This design comes from an exercise in tuning for small area, a short achievable clock period and few clock cycles per item on the open sky130 flow, not from production work. At most, simulation tests tie the RTL to the original design; equivalence was not proved. Power is estimated from default activity; no workload was simulated.

==> inputs of 04-26 <==
## mag_preamble
module mag_preamble (
    input  wire        clk,
    input  wire        rst,           
    input  wire        in_valid,
    output wire        in_ready,
    input  wire [7:0]  in_i,
    input  wire [7:0]  in_q,
    output wire        out_valid,
    input  wire        out_ready,
    output wire [15:0] out_mag,
    output wire [3:0]  out_verdict
);
    reg run_n;                
    wire run = ~run_n;        
    reg rdy;                  
    assign in_ready = rdy;
    reg rst_w;
    always @(posedge clk) rst_w <= rst;
    wire [7:0] dev_i = in_i[7] ? {1'b0, in_i[6:0]} + 8'd1 : {1'b0, ~in_i[6:0]};
    wire [7:0] dev_q = in_q[7] ? {1'b0, in_q[6:0]} + 8'd1 : {1'b0, ~in_q[6:0]};
    reg  [7:0] a_di, a_dq;
    reg        a_v;
    always @(posedge clk) begin
        if (rst)      a_v <= 1'b0;
        else if (run) a_v <= in_valid;
        if (run) begin
            a_di <= dev_i;
            a_dq <= dev_q;
        end
    end
    wire nq_f1_s = (a_di[0] & a_di[5]) ^ (a_di[1] & a_di[4]) ^ (a_di[2] & a_di[3]);
    wire nq_f1_c = ((a_di[0] & a_di[5]) & (a_di[1] & a_di[4])) | ((a_di[0] & a_di[5]) & (a_di[2] & a_di[3])) | ((a_di[1] & a_di[4]) & (a_di[2] & a_di[3]));
    wire nq_h2_s = (a_di[0] & a_di[6]) ^ (a_di[1] & a_di[5]);
    wire nq_h2_c = (a_di[0] & a_di[6]) & (a_di[1] & a_di[5]);
    wire nq_f3_s = (a_di[1] & a_di[6]) ^ (a_di[2] & a_di[5]) ^ (a_di[3] & a_di[4]);
    wire nq_f3_c = ((a_di[1] & a_di[6]) & (a_di[2] & a_di[5])) | ((a_di[1] & a_di[6]) & (a_di[3] & a_di[4])) | ((a_di[2] & a_di[5]) & (a_di[3] & a_di[4]));
    wire nq_h4_s = a_di[4] ^ (a_dq[1] & a_dq[6]);
    wire nq_h4_c = a_di[4] & (a_dq[1] & a_dq[6]);
    wire nq_f5_s = (a_di[0] & a_di[3]) ^ (a_di[1] & a_di[2]) ^ a_di[2];
    wire nq_f5_c = ((a_di[0] & a_di[3]) & (a_di[1] & a_di[2])) | ((a_di[0] & a_di[3]) & a_di[2]) | ((a_di[1] & a_di[2]) & a_di[2]);
    wire nq_h6_s = (a_di[0] & a_di[4]) ^ (a_di[1] & a_di[3]);
    wire nq_h6_c = (a_di[0] & a_di[4]) & (a_di[1] & a_di[3]);
    wire nq_f7_s = nq_f1_s ^ a_di[3] ^ (a_dq[0] & a_dq[5]);
    wire nq_f7_c = (nq_f1_s & a_di[3]) | (nq_f1_s & (a_dq[0] & a_dq[5])) | (a_di[3] & (a_dq[0] & a_dq[5]));
    wire nq_h8_s = (a_dq[1] & a_dq[4]) ^ (a_dq[2] & a_dq[3]);
    wire nq_h8_c = (a_dq[1] & a_dq[4]) & (a_dq[2] & a_dq[3]);
    wire nq_f9_s = nq_f1_c ^ nq_h2_s ^ (a_di[2] & a_di[4]);
  ...
clock: 12.0 ns
lec_check: 0
cap_margin: 20
core_margin: 2
core_utilization: 40
slew_margin: 20
standard.sh (not shown) runs the stock make flow with config.mk's settings and CLKGATE_MAP_FILE= SYNTH_SCRIPT=/design/flow/synth_recipe.tcl, a recipe that flattens the netlist after the stock synthesis.
==> flow/flow/run.sh <==
#!/bin/bash
bash standard.sh SETUP_SLACK_MARGIN=8.75 CTS_CLUSTER_SIZE=24 CTS_CLUSTER_DIAMETER=100 CORE_UTILIZATION=55 PLACE_DENSITY=0.68 finish > standard.log 2>&1
==> 09-18 (differences from 04-26) <==
==> flow/flow/run.sh (replaced) <==
#!/bin/bash
bash standard.sh SETUP_SLACK_MARGIN=8.6 CTS_CLUSTER_SIZE=24 CTS_CLUSTER_DIAMETER=100 finish > standard.log 2>&1
==> 02-04 (differences from 04-26) <==
==> flow/flow/run.sh (replaced) <==
#!/bin/bash
bash standard.sh SETUP_SLACK_MARGIN=8.6 CTS_CLUSTER_SIZE=24 CTS_CLUSTER_DIAMETER=100 CORE_UTILIZATION=75 PLACE_DENSITY=0.85 finish > standard.log 2>&1
==> notes <==
- Clock skew, lowest first: 02-04, 04-26, 09-18.
- The highest clock power belongs to 09-18, the lowest to 02-04.
- Maximum frequency: 09-18 < 04-26 < 02-04.
- Core utilization: 02-04 > 04-26 > 09-18.
- The highest first-iteration DRC count belongs to 02-04, the lowest to 04-26.
- Register-to-register slack, highest first: 09-18, 04-26, 02-04.
- Of 04-26 and 09-18, 04-26 has the higher count of clock-buffer cells in the layout (gap 8).
- In worst hold slack, 09-18 and 04-26 hardly differ.
- The lowest worst setup slack belongs to 09-18, the highest to 02-04.
- The lowest sequential share of layout area belongs to 04-26, the highest to 02-04.
- Sequential power: 02-04 is larger than 09-18 (about 0.8%).
==> figures <==
	02-04	04-26	09-18
Core footprint	54800 sq um	74400 sq um	102000 sq um
Run status	timing/DRC/antenna clean	timing/DRC/antenna clean	timing/DRC/antenna clean
Peak supply drop	0.000506 V	0.000317 V	0.000295 V
Worst Max-Slew Pin Slew	1.27 ns	0.993 ns	1.07 ns
Clk latency of the worst-skew pair	0.61 ns	0.61 ns	0.63 ns
Fraction of final layout cells with drive strength greater than 1	6.53%	8.12%	6.51%
Drt initial violations	2570	1764	1822
Met2 routed WL	48000 um	39500 um	39800 um
Global Route Usage Sum	31.5%	20.9%	15.3%
Global placement routability congestion	0.916	0.836	0.845
Inserted Clock Buffers	38	39	41
Area Growth Syn to Fin	7.51%	9.82%	9.72%
Worst R2R Setup Slack	8.49 ns	8.61 ns	8.63 ns
Well Taps	704	969	1368
Routing usage on met1	35.7%	29.4%	20.0%
Design area	44500 sq um	45400 sq um	45400 sq um
Library cell contributing the largest single delay on the critical path	sky130_fd_sc_hd__edfxtp_1	sky130_fd_sc_hd__dfxtp_4	sky130_fd_sc_hd__dfxtp_4
Clock group	1.47 mW	1.53 mW	1.59 mW
DR WL met3	4330 um	3010 um	3210 um
WL per Instance	20.1 um	16.9 um	15.6 um
Leak Pwr	18.2 nW	18.4 nW	18.2 nW
Hold Path Sink	s4_x[9]	s1_x[1]	h11[12]
Site row count	86	100	117
Testbench counts of 04-26, summed over its fixed seeds: cycles 6,076, items 6,000.
Testbench counts of 09-18, summed over its fixed seeds: cycles 6,076, items 6,000.
Testbench counts of 02-04, summed over its fixed seeds: cycles 6,076, items 6,000.

========
==> run a: inputs <==
Another version of the RTL of mag_preamble (not shown whole).
// mag_preamble
module mag_preamble (
    input  wire        clk,
    input  wire        rst,           
    input  wire        in_valid,
    output wire        in_ready,
    input  wire [7:0]  in_i,
    input  wire [7:0]  in_q,
    output wire        out_valid,
    input  wire        out_ready,
    output wire [15:0] out_mag,
    output wire [3:0]  out_verdict
);
export LEC_CHECK = 0
export CAP_MARGIN = 20
export CORE_MARGIN = 2
export CORE_UTILIZATION = 40
export SLEW_MARGIN = 20
create_clock -name core_clock -period 12.0 [get_ports {clk}]
==> flow/flow/run.sh <==
#!/bin/bash
bash standard.sh SETUP_SLACK_MARGIN=8.5 finish > standard.log 2>&1
==> inputs of run b, as changes to run a <==
==> flow/flow/run.sh (replaced) <==
#!/bin/bash
bash standard.sh SETUP_SLACK_MARGIN=8.9 finish > standard.log 2>&1
==> metrics.md <==
| Metric | Value |
|---|---|
| DRC violation total after the first TritonRoute iteration | `1,461` |
| Post-Route M1 WL | `38,800 µm` |
| Met1 Resource Use GR | `0.210` |
| Bufs w/o clock | `182` |
| Met2 wirelength from detailed routing | `39,800 µm` |
| Proportion of layout cells with a drive suffix above 1 | `0.143` |
| Total via count in the routed design | `24,900` |
| Met3 track utilization from global routing | `0.0277` |
| Top library cells by usage in the layout, fill and taps aside | `sky130_fd_sc_hd__edfxtp_1, sky130_fd_sc_hd__ha_1, sky130_fd_sc_hd__inv_1, sky130_fd_sc_hd__xnor2_1, sky130_fd_sc_hd__dfxtp_1` |
| Total routing resource utilization after global routing | `0.156` |
| Net Switching | `5.37 mW` |
| Clock tree skew after final layout | `43.5 ps` |
| Share of the clock period used by the worst path after layout | `0.318` |
| Status | `complete, no violations` |
[end of results for run b]
==> metrics.md <==
| Metric | Value |
|---|---|
| Met3 track utilization from global routing | `0.0271` |
| Total via count in the routed design | `24,600` |
| Met2 wirelength from detailed routing | `38,300 µm` |
| Net Switching | `5.12 mW` |
| Total routing resource utilization after global routing | `0.153` |
| DRC violation total after the first TritonRoute iteration | `1,445` |
| Bufs w/o clock | `144` |
| Clock tree skew after final layout | `42.2 ps` |
| Proportion of layout cells with a drive suffix above 1 | `0.103` |
| Status | `complete, no violations` |
[end of results for run a]
No functional check of the RTL was part of any run of this note.

========
==> inputs of xenon <==
RTL: one of the versions met above, not the one the previous note started from.
==> flow/config.mk <==
export PLATFORM = sky130hd
export DESIGN_NAME = mag_preamble
export DESIGN_NICKNAME = mag_preamble
export VERILOG_FILES = /design/flow/design.v
export SDC_FILE = /design/flow/constraint.sdc
export NUM_CORES = 4
export LEC_CHECK = 0
export CAP_MARGIN = 20
export CORE_MARGIN = 2
export CORE_UTILIZATION = 40
export SLEW_MARGIN = 20
==> flow/constraint.sdc <==
create_clock -name core_clock -period 12.0 [get_ports {clk}]
set_input_delay 2.4000 -clock core_clock [delete_from_list [all_inputs] [get_ports {clk}]]
set_output_delay 2.4000 -clock core_clock [all_outputs]
set_load 0.01 [all_outputs]
==> flow/flow/run.sh <==
#!/bin/bash
bash standard.sh SETUP_SLACK_MARGIN=8.6 CTS_CLUSTER_SIZE=28 CTS_CLUSTER_DIAMETER=100 CORE_UTILIZATION=55 PLACE_DENSITY=0.68 finish > standard.log 2>&1
==> lagoon (differences from xenon) <==
==> flow/flow/run.sh (replaced) <==
#!/bin/bash
bash standard.sh SETUP_SLACK_MARGIN=8.6 CTS_CLUSTER_SIZE=24 CTS_CLUSTER_DIAMETER=100 CORE_UTILIZATION=65 PLACE_DENSITY=0.75 finish > standard.log 2>&1
==> pepper (differences from xenon) <==
==> flow/flow/run.sh (replaced) <==
#!/bin/bash
bash standard.sh SETUP_SLACK_MARGIN=8.6 CTS_CLUSTER_SIZE=24 CTS_CLUSTER_DIAMETER=100 CORE_UTILIZATION=55 PLACE_DENSITY=0.68 finish > standard.log 2>&1
==> flow_summary.ini <==
[status]
status = timing/DRC/antenna clean

[worst_setup_path]
startpoint = o_mag[11]

[cells_and_area]
multi_input_gates = 2584

[hold_path]
whs_endpoint = s2_x[4]

[placed_design]
dp_cells = 4694

[sta]
whs_ps = 412
Source of the figures above: pepper

==> flow_summary.ini <==
[cells_and_area]
multi_input_gates = 2584

[status]
status = timing/DRC/antenna clean

[worst_setup_path]
startpoint = o_mag[9]

[placed_design]
gp_congestion = 0.872

[route]
via_per_inst = 5.49

[pwr]
intPower_mw = 8.23
Source of the figures above: xenon

==> flow_summary.ini <==
[route]
m1WireLength_um = 33300

[hold_path]
whs_endpoint = s3_x[2]

[placed_design]
dp_cells = 4571

[clocking]
clock_latency_ps = 600

[worst_setup_path]
startpoint = o_mag[13]

[status]
status = timing/DRC/antenna clean

[sta]
whs_ps = 408
Source of the figures above: lagoon

Testbench counts of xenon, summed over its fixed seeds: cycles 6,076, items 6,000.
Testbench counts of lagoon, summed over its fixed seeds: cycles 6,076, items 6,000.
Testbench counts of pepper, summed over its fixed seeds: cycles 6,076, items 6,000.

static timing again, ports no longer ideal:
The results above use ideal ports. As a check the final layouts listed here were re-extracted and re-timed, cells and wires unchanged.
Step 1 (the two cells are an assumption about what drives the block):
set clk [get_ports {clk}]
set_driving_cell -lib_cell sky130_fd_sc_hd__clkbuf_16 $clk
set_driving_cell -lib_cell sky130_fd_sc_hd__buf_2 [delete_from_list [all_inputs] $clk]
Step 2 moves the port delays by t, midway between the first and last clock arrival at a register: inputs arrive t later, outputs are due t later. That takes back most of the time a late clock gives input paths.
a / b / c = no drivers / after step 1 / after step 2; a / b = the first two.
run	shift t [ns]	setup WS [ns]	hold slack, ns	worst setup path after step 2	worst slew at a driven data input, ns
04-26	0.655	8.476 / 8.413 / 8.225	0.422 / 0.422 / 0.422	input to register	0.06
09-18	0.673	8.475 / 8.408 / 8.103	0.422 / 0.422 / 0.422	input to register	0.03
02-04	0.658	8.492 / 8.466 / 8.199	0.424 / 0.424 / 0.424	input to register	0.04
run a	0.720	8.187 / 8.165 / 8.179	0.391 / 0.391 / 0.391	input to register	0.09
run b	0.724	8.185 / 8.163 / 8.185	0.392 / 0.392 / 0.392	register to register	0.08
xenon	0.669	8.491 / 8.428 / 8.198	0.401 / 0.401 / 0.401	input to register	0.03
lagoon	0.653	8.520 / 8.455 / 8.209	0.408 / 0.408 / 0.408	input to register	0.05
pepper	0.651	8.505 / 8.440 / 8.195	0.412 / 0.412 / 0.412	input to register	0.03
After both steps setup and hold are still met in every run listed. For 09-18, which loses most, drivers alone change the setup slack by -0.067 ns; drivers and shift together by -0.372 ns.
